This design comes from an exercise in tuning for small area, a short achievable clock period and few clock cycles on the open sky130 flow, not from production work. In this exercise RTL edits were held to simulation tests only and were not proved equivalent to the original. Power is estimated from default activity; no workload was simulated.

## qr_segdec
module qr_segdec (
    input  wire        clk,
    input  wire        rst,
    input  wire        start,
    input  wire [5:0]  version,
    input  wire [11:0] ndata,
    output reg         busy,
    input  wire        in_valid,
    input  wire [7:0]  in_data,
    output wire        in_ready,
    output reg         out_valid,
    output reg  [7:0]  out_char,
    output reg         seg_valid,
    output reg  [1:0]  seg_cls,
    output reg  [3:0]  seg_ind,
    output reg  [15:0] seg_len,
    output reg         seg_trunc,
    output reg         seg_bad,
    output reg  [12:0] seg_n,
    output reg  [14:0] seg_pos
);
  localparam BW = 22;                  
  localparam P_MODE = 2'd0;
  localparam P_LEN  = 2'd1;
  localparam P_DATA = 2'd2;
  function [16:0] addc(input [15:0] a, input [15:0] b, input ci);
    integer i;
    reg c;
    reg [15:0] s;
    begin
      c = ci;
      for (i = 0; i < 16; i = i + 1) begin
        s[i] = a[i] ^ b[i] ^ c;
        c    = (a[i] & b[i]) | (c & (a[i] ^ b[i]));
      end
      addc = {c, s};
    end
  endfunction
  function ge(input [15:0] a, input [15:0] b);    
    reg [16:0] t;
    begin
      t  = addc(a, ~b, 1'b1);
      ge = t[16];
    end
  endfunction
  function [15:0] add(input [15:0] a, input [15:0] b);
    reg [16:0] t;
    begin
      t   = addc(a, b, 1'b0);
      add = t[15:0];
    end
  endfunction
  function [15:0] sub(input [15:0] a, input [15:0] b);
    reg [16:0] t;
    begin
      t   = addc(a, ~b, 1'b1);
      sub = t[15:0];
    end
  endfunction
  function [3:0] add3(input [3:0] v);
    begin
      add3[3] = v[3] | (v[2] & (v[1] | v[0]));
      add3[2] = (v[3] & v[0]) | (v[2] & ~v[1] & ~v[0]);
      add3[1] = (v[3] & ~v[0]) | (~v[2] & v[1]) | (v[1] & v[0]);
      add3[0] = (v[3] & ~v[0]) | (~v[3] & ~v[2] & v[0]) | (v[2] & v[1] & ~v[0]);
    end
  endfunction
  function [11:0] bcd10(input [9:0] v);
    integer i;
    reg [21:0] s;
    begin
      s = {12'd0, v};
      for (i = 0; i < 10; i = i + 1) begin
  ...
Size: roughly 170 flip-flops, about 11000 µm² of cells after synthesis.
export LEC_CHECK = 0
export ABC_AREA = 1
export CAP_MARGIN = 20
export CORE_MARGIN = 2
export CORE_UTILIZATION = 60
export PLACE_DENSITY = 0.75
export SLEW_MARGIN = 20
create_clock -name core_clock -period 11.0 [get_ports {clk}]
standard.sh (not shown) runs the stock make flow with config.mk's settings and CLKGATE_MAP_FILE= SYNTH_SCRIPT=/design/flow/synth_recipe.tcl, a recipe that flattens the netlist after the stock synthesis.
==> flow/flow/run.sh <==
#!/bin/bash
# Standard layout, with three changes to how it is made (the clock period and
# the constraints are the design's):
#  - the resizer's repair_timing steps aim at a 7.85 ns setup margin;
#  - every port still gets its buffer, but a plain buf_1 instead of the
#    delay cell that buffer_ports picks by default;
#  - clock tree synthesis adds no dummy loads (its other arguments are
#    the standard flow's).
set -euo pipefail
bash standard.sh SETUP_SLACK_MARGIN=7.85 \
  "BUFFER_PORTS_ARGS=-buffer_cell sky130_fd_sc_hd__buf_1" \
  "CTS_ARGS=-sink_clustering_enable -repair_clock_nets -dont_use_dummy_load" \
  finish > standard_make.log 2>&1
The starting point went through all stages and came out clean.
Testbench counts at the start, summed over its fixed seeds: cycles 80,989.
Next try:
==> flow/flow/run.sh (replaced) <==
#!/bin/bash
# Standard layout, with two changes to how it is made (the clock period and
# the constraints are the design's):
#  - the resizer's repair_timing steps aim at a 8.0 ns setup margin;
#  - every port still gets its buffer, but a plain buf_1 instead of the
#    delay cell that buffer_ports picks by default.
set -euo pipefail
bash standard.sh SETUP_SLACK_MARGIN=8.0 \
  "BUFFER_PORTS_ARGS=-buffer_cell sky130_fd_sc_hd__buf_1" finish > standard_make.log 2>&1
Result: The changed run produced a clean layout; power is higher by about 7%; via count is higher by 6.4%; wire length is higher by about 11%.


## the previous run
Another version of the RTL of qr_segdec (not shown whole).
Size: roughly 170 flip-flops, about 94 I/O pins, ~0.012 mm^2 of cells after synthesis.
==> flow/config.mk <==
export PLATFORM = sky130hd
export DESIGN_NAME = qr_segdec
export DESIGN_NICKNAME = qr_segdec
export VERILOG_FILES = /design/flow/design.v
export SDC_FILE = /design/flow/constraint.sdc
export NUM_CORES = 4
export LEC_CHECK = 0
export CAP_MARGIN = 20
export CORE_MARGIN = 2
export CORE_UTILIZATION = 40
export PLACE_DENSITY = 0.6
export SLEW_MARGIN = 20
==> flow/constraint.sdc <==
create_clock -name core_clock -period 11.0 [get_ports {clk}]
set_input_delay 2.2000 -clock core_clock [delete_from_list [all_inputs] [get_ports {clk}]]
set_output_delay 2.2000 -clock core_clock [all_outputs]
set_load 0.01 [all_outputs]
run.sh (not shown) runs the stock make flow with config.mk's settings and CLKGATE_MAP_FILE= SYNTH_SCRIPT=/design/flow/synth_recipe.tcl, a recipe that flattens the netlist after the stock synthesis.
Stock flow here: none of the scripts above is used.
Testbench counts of the previous run, summed over its fixed seeds: cycles 81,257.
Relative to the previous run, the following input files were edited for the current run:
-- flow/config.mk --
<<< the previous run, line 7
export LEC_CHECK = 0
export CAP_MARGIN = 20
>>> the current run, line 7
export LEC_CHECK = 0
export ABC_AREA = 1
export CAP_MARGIN = 20
- Relative to the previous run, area fraction in and, or, nand and nor cells after synthesis increased by 12 points in the current run.
- Routed wire length sits lower in the current run than in the previous run.
- The largest driver fanout on the critical path of the current run is lower than that of the previous run.
- Between the current run and the previous run, the final count of hold timing violations figures differ only marginally.
- Overall via count from detail_route went up by a few percent going from the previous run to the current run.
- The clock network power consumption reported for the current run is greater than that of the previous run by 7.5%.
- The share of power burned in registers reported for the current run is smaller than that of the previous run by 1.6 points.
- Summary: worst setup margin, the current run better than the previous run
- The run showing the smaller number of well taps is the current run.


RTL: one of the versions met above, not the one the previous note started from.
Size in the first run: ~1600 cells after synthesis, roughly 94 I/O pins, about 11000 um2 of cells after synthesis.
export LEC_CHECK = 0
export ABC_AREA = 1
export CAP_MARGIN = 20
export CORE_MARGIN = 2
export CORE_UTILIZATION = 60
export PLACE_DENSITY = 0.75
export SLEW_MARGIN = 20
create_clock -name core_clock -period 11.0 [get_ports {clk}]
standard.sh (not shown) runs the stock make flow with config.mk's settings and CLKGATE_MAP_FILE= SYNTH_SCRIPT=/design/flow/synth_recipe.tcl, a recipe that flattens the netlist after the stock synthesis.
==> flow/flow/run.sh <==
#!/bin/bash
# Standard layout, with two changes to how it is made (the clock period and
# the constraints are the design's):
#  - the resizer's repair_timing steps aim at a 7.7 ns setup margin;
#  - every port still gets its buffer, but a plain buf_1 instead of the
#    delay cell that buffer_ports picks by default.
set -euo pipefail
bash standard.sh SETUP_SLACK_MARGIN=7.7 \
  "BUFFER_PORTS_ARGS=-buffer_cell sky130_fd_sc_hd__buf_1" finish > standard_make.log 2>&1
Testbench counts at the start, summed over its fixed seeds: cycles 80,989.
Then changed:
==> flow/run.sh (new file) <==
#!/bin/bash
# synth_recipe.tcl (not shown) runs the flow's synth.tcl, then flattens the netlist and writes it again
# the make line also repeats each setting of config.mk as NAME=value (left out here)
make -C /OpenROAD-flow-scripts/flow DESIGN_CONFIG=/design/flow/config.mk WORK_HOME=/design/flow/orfs CLKGATE_MAP_FILE= SYNTH_SCRIPT=/design/flow/synth_recipe.tcl finish
--- a/flow/config.mk
+++ b/flow/config.mk
@@ -10,4 +10,4 @@
 export CORE_MARGIN = 2
-export CORE_UTILIZATION = 60
-export PLACE_DENSITY = 0.75
+export CORE_UTILIZATION = 67
+export PLACE_DENSITY = 0.8
 export SLEW_MARGIN = 20
removed: flow/flow/run.sh
removed: flow/standard.sh
Routed wire length falls by 4.3%. First-iteration DRC count rises by 13%. Cell count falls by 3.8%. Setup slack gets worse by 0.82 ns. Count of clock-buffer cells in the layout falls by 6. Power rises by 0.31%. Non-clock buffer count falls by 59.
Then changed:
==> flow/flow/run.sh (new file) <==
#!/bin/bash
# Standard layout, with two changes to how it is made (the clock period and
# the constraints are the design's):
#  - the resizer's repair_timing steps aim at a 7.75 ns setup margin;
#  - every port still gets its buffer, but a plain buf_1 instead of the
#    delay cell that buffer_ports picks by default.
set -euo pipefail
bash standard.sh SETUP_SLACK_MARGIN=7.75 \
  "BUFFER_PORTS_ARGS=-buffer_cell sky130_fd_sc_hd__buf_1" finish > standard_make.log 2>&1
==> flow/standard.sh (new file) <==
#!/bin/bash
# synth_recipe.tcl (not shown) runs the flow's synth.tcl, then flattens the netlist and writes it again
# the make line also repeats each setting of config.mk as NAME=value (left out here)
make -C /OpenROAD-flow-scripts/flow DESIGN_CONFIG=/design/flow/config.mk WORK_HOME=/design/flow/orfs CLKGATE_MAP_FILE= SYNTH_SCRIPT=/design/flow/synth_recipe.tcl "${@:-finish}"
--- a/flow/config.mk
+++ b/flow/config.mk
@@ -10,4 +10,4 @@
 export CORE_MARGIN = 2
-export CORE_UTILIZATION = 67
-export PLACE_DENSITY = 0.8
+export CORE_UTILIZATION = 60
+export PLACE_DENSITY = 0.75
 export SLEW_MARGIN = 20
removed: flow/run.sh
The changed run produced a clean layout; power is about the same; die area climbs by 11%; area after synthesis does not change; sequential cell count stays the same; via count climbs by 0.95%; sequential share of layout area hardly moves; setup slack gets better by 0.84 ns; hold slack gets worse by 0.0053 ns.
Then changed:
==> flow/flow/run.sh (replaced) <==
#!/bin/bash
# Standard layout, with three changes to how it is made (the clock period and
# the constraints are the design's):
#  - the resizer's repair_timing steps aim at a 7.75 ns setup margin;
#  - every port still gets its buffer, but a plain buf_1 instead of the
#    delay cell that buffer_ports picks by default;
#  - clock tree synthesis adds no dummy loads (its other arguments are
#    the standard flow's).
set -euo pipefail
bash standard.sh SETUP_SLACK_MARGIN=7.75 \
  "BUFFER_PORTS_ARGS=-buffer_cell sky130_fd_sc_hd__buf_1" \
  "CTS_ARGS=-sink_clustering_enable -repair_clock_nets -dont_use_dummy_load" \
  finish > standard_make.log 2>&1
Effect:
- global-route usage drops by 0.17 points
- clock-buffer cell count drops by 6
- sequential power barely changes
- final area drops by 0.83%
- wire length drops by 0.80%
- via count hardly moves
- synthesized cell count does not change
- flip-flop and latch count does not change
- die area stays the same
- setup slack gains 0.0058 ns

static timing again, ports no longer ideal:
How much do the figures lean on ideal ports? The routed layouts below were timed once more, with nothing changed but the port constraints.
Step 1 assumes that a clkbuf_16 drives the clock port and a buf_2 every other input.
Step 2 times the ports against the registers' clock, not the clock port: input delays grow and output delays shrink by t, the midpoint of the rising clock arrivals with the driver on.
a / b / c = no drivers / after step 1 / after step 2; a / b = the first two.
run	t, ns	setup slack, ns	hold slack, ns	slew at the worst register clock pin (ns)	worst slew at a driven data input, ns
the first run of note 1	0.469	7.834 / 7.813 / 7.556	0.434 / 0.434 / 0.434	0.07 / 0.07	0.03
the second run of note 1	0.477	7.779 / 7.767 / 7.694	0.461 / 0.461 / 0.461	0.07 / 0.07	0.04
the previous run	0.478	4.330 / 4.330 / 4.330	0.454 / 0.454 / 0.454	0.07 / 0.07	0.04
the current run	0.481	5.619 / 5.619 / 5.619	0.457 / 0.457 / 0.457	0.09 / 0.09	0.03
the first run of note 3	0.469	7.768 / 7.721 / 7.380	0.449 / 0.449 / 0.449	0.07 / 0.07	0.03
the second run of note 3	0.482	6.950 / 6.950 / 6.563	0.456 / 0.456 / 0.456	0.07 / 0.07	0.04
the third run of note 3	0.471	7.794 / 7.747 / 7.547	0.450 / 0.450 / 0.450	0.07 / 0.07	0.03
the fourth run of note 3	0.465	7.799 / 7.752 / 7.525	0.449 / 0.449 / 0.449	0.07 / 0.07	0.03
After both steps setup and hold are still met in every run listed. For the first run of note 3, which loses most, drivers alone change the setup slack by -0.047 ns; drivers and shift together by -0.388 ns.
